From an optimization exercise on the open Yosys and OpenROAD flow, aimed at small area; shortcuts taken in it are not production practice.
No run shown here included a check of the RTL's function; only the layout flow was run.
No activity file was given, so power comes from the tool's default toggle rates.

==> flow/design.v, too long to show whole: its modules and the start of the top module <==
// module fcdmx_next: 198 lines
// module fcdmx_next_flat: 1132 lines
// module fcdmx_seq: 74 lines
module fcdmx_seq (
    input  wire        clk,
    input  wire        rst,
    input  wire        tick,
    input  wire [1:0]  fg_op,
    input  wire [15:0] cmd,
    input  wire        win_valid,
    input  wire [79:0] win,
    output wire        bus_clk,
    output wire        bus_dat,
    output wire        bus_lat
);
  // ...
==> flow/flow/run.sh <==
#!/bin/bash
set -e
export BUFFER_PORTS_ARGS="-buffer_cell sky130_fd_sc_hd__buf_1"
export CTS_ARGS="-sink_clustering_enable -repair_clock_nets -dont_use_dummy_load"
bash standard.sh > standard.log 2>&1
==> flow/standard.sh <==
#!/bin/bash
# synth_recipe.tcl (not shown) runs the flow's synth.tcl, then flattens the netlist and writes it again
# the make line also repeats each setting of config.mk as NAME=value (left out here)
make -C /OpenROAD-flow-scripts/flow DESIGN_CONFIG=/design/flow/config.mk WORK_HOME=/design/flow/orfs CLKGATE_MAP_FILE= SYNTH_SCRIPT=/design/flow/synth_recipe.tcl "${@:-finish}"
==> flow/config.mk <==
export PLATFORM = sky130hd
export DESIGN_NAME = fcdmx_seq
export DESIGN_NICKNAME = fcdmx_seq
export VERILOG_FILES = /design/flow/design.v
export SDC_FILE = /design/flow/constraint.sdc
export NUM_CORES = 4
export LEC_CHECK = 0
export ABC_AREA = 1
export CAP_MARGIN = 20
export CORE_MARGIN = 2
export CORE_UTILIZATION = 60
export SLEW_MARGIN = 20
==> flow/constraint.sdc <==
create_clock -name core_clock -period 10.0 [get_ports {clk}]
set_input_delay 2.0000 -clock core_clock [delete_from_list [all_inputs] [get_ports {clk}]]
set_output_delay 2.0000 -clock core_clock [all_outputs]
set_load 0.01 [all_outputs]
==> flow_summary_export.csv, run 1 <==
group,metric,value,unit
power_and_ir_drop,power_combinational,250,uW
yosys,synthDistinctLibCells,44,
setup_path,crit_type,"input port to register",
timing,hold_slack,495,ps
cts,ctsHoldBuffers,0,
yosys,synth_top_family_by_area,"simple AND/OR/NAND/NOR gates",
global_routing,grt_pass1_vias,5617,
status,status,"complete, no violations",
layout,design.seq.count,53,
die,dieArea,8580,um2
setup_path,slowest_delay,620,ps
global_routing,track_usage,40.0,%
yosys,synthXorXnorAreaFrac,0,%
drt,post_drt_wl_per_cell,17.6,um
setup_path,ff2ff_path_depth,13,
timing,fin_setup_tns,0,ps
timing,rsz0062_at_grt,"false",
setup_path,crit_chain,"buf_1 -> inv_1 -> nor2_1 -> inv_1 -> a2111oi_0 -> ha_1 -> inv_1 -> nor2_1 -> inv_1 -> nor2_1 -> inv_1 -> nor2_1 -> inv_1 -> nor2_1 -> inv_1 -> or2_2 -> o21ai_0 -> a21oi_1",
power_and_ir_drop,total_power,639,uW
die,fp.dieH,92.6,um
die,start_util,61.6,%
power_and_ir_drop,vdd_drop_max,0.0907,mV
layout,area_growth,6.27,%
cts,cts_resized,0,
timing,setup_viol_count_final,0,
yosys,ys_ff_latch,53,
==> run 2, diff against run 1 <==
==> flow/flow/run.sh (replaced) <==
#!/bin/bash
set -e
export BUFFER_PORTS_ARGS="-buffer_cell sky130_fd_sc_hd__buf_1"
export CTS_ARGS="-sink_clustering_enable -repair_clock_nets -dont_use_dummy_load -buf_list sky130_fd_sc_hd__clkbuf_16 -root_buf sky130_fd_sc_hd__clkbuf_16 -sink_clustering_size 60 -sink_clustering_max_diameter 500"
bash standard.sh > standard.log 2>&1
==> run 2 against run 1 <==
  * Final area grew 1.1%
  * Combinational power is essentially flat
  * Global-route usage grew 0.28 points
  * Clock power grew 43%
  * Setup slack lost 44 ps
  * Final cell count is the same
  * Area after synthesis is the same
  * Non-clock buffer count is the same
  * Critical endpoint unchanged
==> flow_summary_export.csv, run 2 <==
group,metric,value,unit
timing,worst_slew_pin_slew,916,ps
yosys,synth_area_leaders,"dfxtp_1, nand2_1, nor2_1",
setup_path,startpoint_type,"input port",
yosys,seq_area_frac_synth,22.5,%
cts,cts_resized,0,
power_and_ir_drop,power.leakage,2.37,nW
cts,ctsHoldBuffers,0,
setup_path,worstPathRequired,10160,ps
cts,cts_sinks,53,
setup_path,path_depth,18,
global_routing,grt_pass1_wl,27400,um
global_routing,grt_max_degree,25,
layout,antenna_cells,0,
yosys,ys.flop_type,"dfxtp_1",
cts,max-clock-path-buffers,2,
layout,drive_gt1_share,3.94,%
global_routing,grt.overflow.total,0,
setup_path,slowest_delay,620,ps
setup_path,timing.critical_path.max_delay_family,"simple AND/OR/NAND/NOR gates",
place,routabilityCongestion,1.18,
yosys,syn-cell-area,4710,um2
setup_path,r2r_end,"ptr[5]",
cts,clk_pin_slew,60,ps
die,dieArea,8580,um2
drt,routed_wl,17000,um
layout,final_cell_mix,"nand2_1, nor2_1, inv_1",
timing,fin_crit,4600,ps
global_routing,track_usage,40.3,%
power_and_ir_drop,vdd_drop_max,0.0994,mV
worst_hold_path,worstHoldPathType,"register to register",
setup_path,critPathSlowestCell,"a2111oi_0",
timing,setup_viol_count_final,0,
cts,cts_buffers,5,
yosys,synthTopCellsByCount,"nand2_1, nor2_1, inv_1, nand3_1, o21ai_0",
setup_path,cpMostUsedCell,"inv_1",
layout,area_growth,7.46,%
die,start_util,61.6,%
cts,cts_tree,"built",
setup_path,r2r_slack,6700,ps
die,ios,105,
flow_run,maxCapViolCount,0,
drt,drc_errors,0,
layout,final_common_cell,"nand2_1",
cts,htree_levels,2,
place,dp_slack,5210,ps
setup_path,setup.worst_path.start,"tick",
drt,drtIter0Drc,828,
setup_path,cp-end-kind,"register",
power_and_ir_drop,p_per_area,136,nW/um2
cts,clock_latency,290,ps
timing,final.period_utilization,46.0,%
yosys,ys_ff_latch,53,
layout,largest_reg_flops,9,
timing,fin_ws,5400,ps
setup_path,critPathBufInv,8,
global_routing,antenna_found_initial,0,
yosys,yosysWarnings,1,
die,fp.dieH,92.6,um
yosys,synth_edf_count,0,
setup_path,r2r_start,"ptr[4]",
cts,cts_setup_buffers,0,
layout,finish.net_count,985,
layout,reg_top3,"cnt x9, ptr x8, speed x8",
setup_path,path_max_fanout,3,
yosys,postSynthAreaPerCell,5.70,um2
drt,antenna_left,0,
global_routing,grt_pass1_vias,5646,
setup_path,crit_chain,"buf_1 -> inv_1 -> nor2_1 -> inv_1 -> a2111oi_0 -> ha_1 -> inv_1 -> nor2_1 -> inv_1 -> nor2_1 -> inv_1 -> nor2_1 -> inv_1 -> nor2_1 -> inv_1 -> or2_2 -> o21ai_0 -> a21oi_1",
yosys,synthDistinctLibCells,44,
layout,regMostFlops,"cnt",
timing,relSlewSlack,38.8,%
die,rows,32,
yosys,postSynthCellCount,827,
status,status,"complete, no violations",
setup_path,crit_type,"input port to register",
setup_path,ff2ff_path_depth,12,
yosys,syn_nets,947,
drt,vias_per_cell,6.31,
timing,slew_viol_final,0,
timing,finalClockSkew,13.8,ps
timing,hold_viol,0,
die,fp.coreArea,7650,um2
yosys,yosys.cell_count.top_type,"nand2_1",
setup_path,crit_end,"cnt[8]",
drt,post_drt_wl_per_cell,17.6,um
cts,cts_root_buf,"clkbuf_16",
place,io_buffer_count,46,
timing,max_freq,217,MHz
yosys,synth_top_cell_by_area,"dfxtp_1",
yosys,synthArstFlopShare,0,%
timing,rsz0062_at_grt,"false",
setup_path,worst_ep_arrival_time,4760,ps
drt,routed-via-count,6089,
die,die_w,92.6,um
place,hpwlAfterDp,13000,um
drt,firstDrtPassIters,11,
timing,fin_setup_tns,0,ps
yosys,synth_top_area_share,22.5,%
power_and_ir_drop,total_power,688,uW
run 2: changes by cell type in the layout (fill, tap and decap cells not counted):
cell / delta
clkbuf_8: -5
clkbuf_16: +5
run 2: final cells by class:
class / count / area (um2)
Sequential cell: 53 / 1060
Timing Repair Buffer: 48 / 188
Clock buffer: 5 / 125
Fill cell: 712 / 2580
Tap cell: 102 / 128
Inverter: 130 / 488
Multi-Input combinational cell: 627 / 3070
run 2: cell families (layout without fill, tap and decap cells):
family	Yosys count	after routing	synth area share, %
simple gates	442	442	39.6
compound gates	167	167	20.9
buf+inv	147	183	12.2
flops	53	53	22.5
fa+ha+maj	18	18	4.78
run 2: how the worst min path moves through the flow:
| stage | to | start | depth (start not counted) | slack (ps) |
|---|---|---|---|---|
| after detailed placement | speed[5] | speed[5] | 2 | 480 |
| after floorplan | speed[1] | speed[1] | 2 | 440 |
| after global routing | speed[5] | speed[5] | 2 | 490 |
| final | speed[5] | speed[5] | 2 | 490 |
| after CTS | speed[5] | speed[5] | 2 | 490 |
| after global placement | cnt[7] | cnt[7] | 2 | 460 |
run 2: report_power, final:
part | internal, mW | switching [mW] | leakage [nW]
registers | 0.247 | 0.0320 | 0.433
logic | 0.0820 | 0.169 | 1.87
clock network | 0.0886 | 0.0700 | 0.0616
run 2: stage by stage:
| step | util [%] | cells | hold WS [ps] | instance area, um2 |
|---|---|---|---|---|
| after floorplan | - | 827 | 441 | 4710 |
| after CTS | 66.2 | 965 | 485 | 5060 |
| after global routing | 66.2 | 965 | 490 | 5060 |
| final | 66.2 | 965 | 486 | 5060 |
| after global placement | 64.6 | 960 | 464 | 4940 |
| after detailed placement | 64.6 | 960 | 476 | 4940 |
run 2: routing by layer:
metal | share of wire, % | global-route usage [%] | vias up
met5 | 0 | 0 | -
met4 | 6.2 | 20.0 | 0
met3 | 12 | 9.28 | 115
met2 | 45 | 66.2 | 461
met1 | 37 | 49.3 | 2704
li1 | - | - | 2809
run 2: worst min-delay path, delay by kind of cell (launching register included):
family / cells / cell delay, ps
AO/OA/AOI/OAI: 1 / 70
buffers and inverters: 1 / 70
flip-flops: 1 / 300

static timing again, ports no longer ideal:
The results above use ideal ports. As a check the final layouts listed here were re-extracted and re-timed, cells and wires unchanged.
Step 1 sets driving cells, clkbuf_16 on the clock port and buf_2 on the other inputs (assumed; they add their load-dependent delay and slew).
Step 2 adds t to the input delays and takes it off the output delays; t is the mean of the earliest and latest rising clock arrival at the registers after step 1. Input paths then give back, and output paths get back, about the clock's delay inside the block.
Slacks: ideal ports / drivers / drivers and shift; pairs: ideal ports / drivers.
| run | shift t [ns] | setup slack, ns | worst register clock-pin slew, ns |
|---|---|---|---|
| run 1 | 0.329 | 5.446 / 5.457 / 5.128 | 0.10 / 0.10 |
| run 2 | 0.319 | 5.401 / 5.416 / 5.097 | 0.07 / 0.07 |
After both steps setup and hold are still met in every run listed. The setup slack of run 1, which loses most, moves by +0.011 ns with the drivers and by -0.318 ns with both steps.
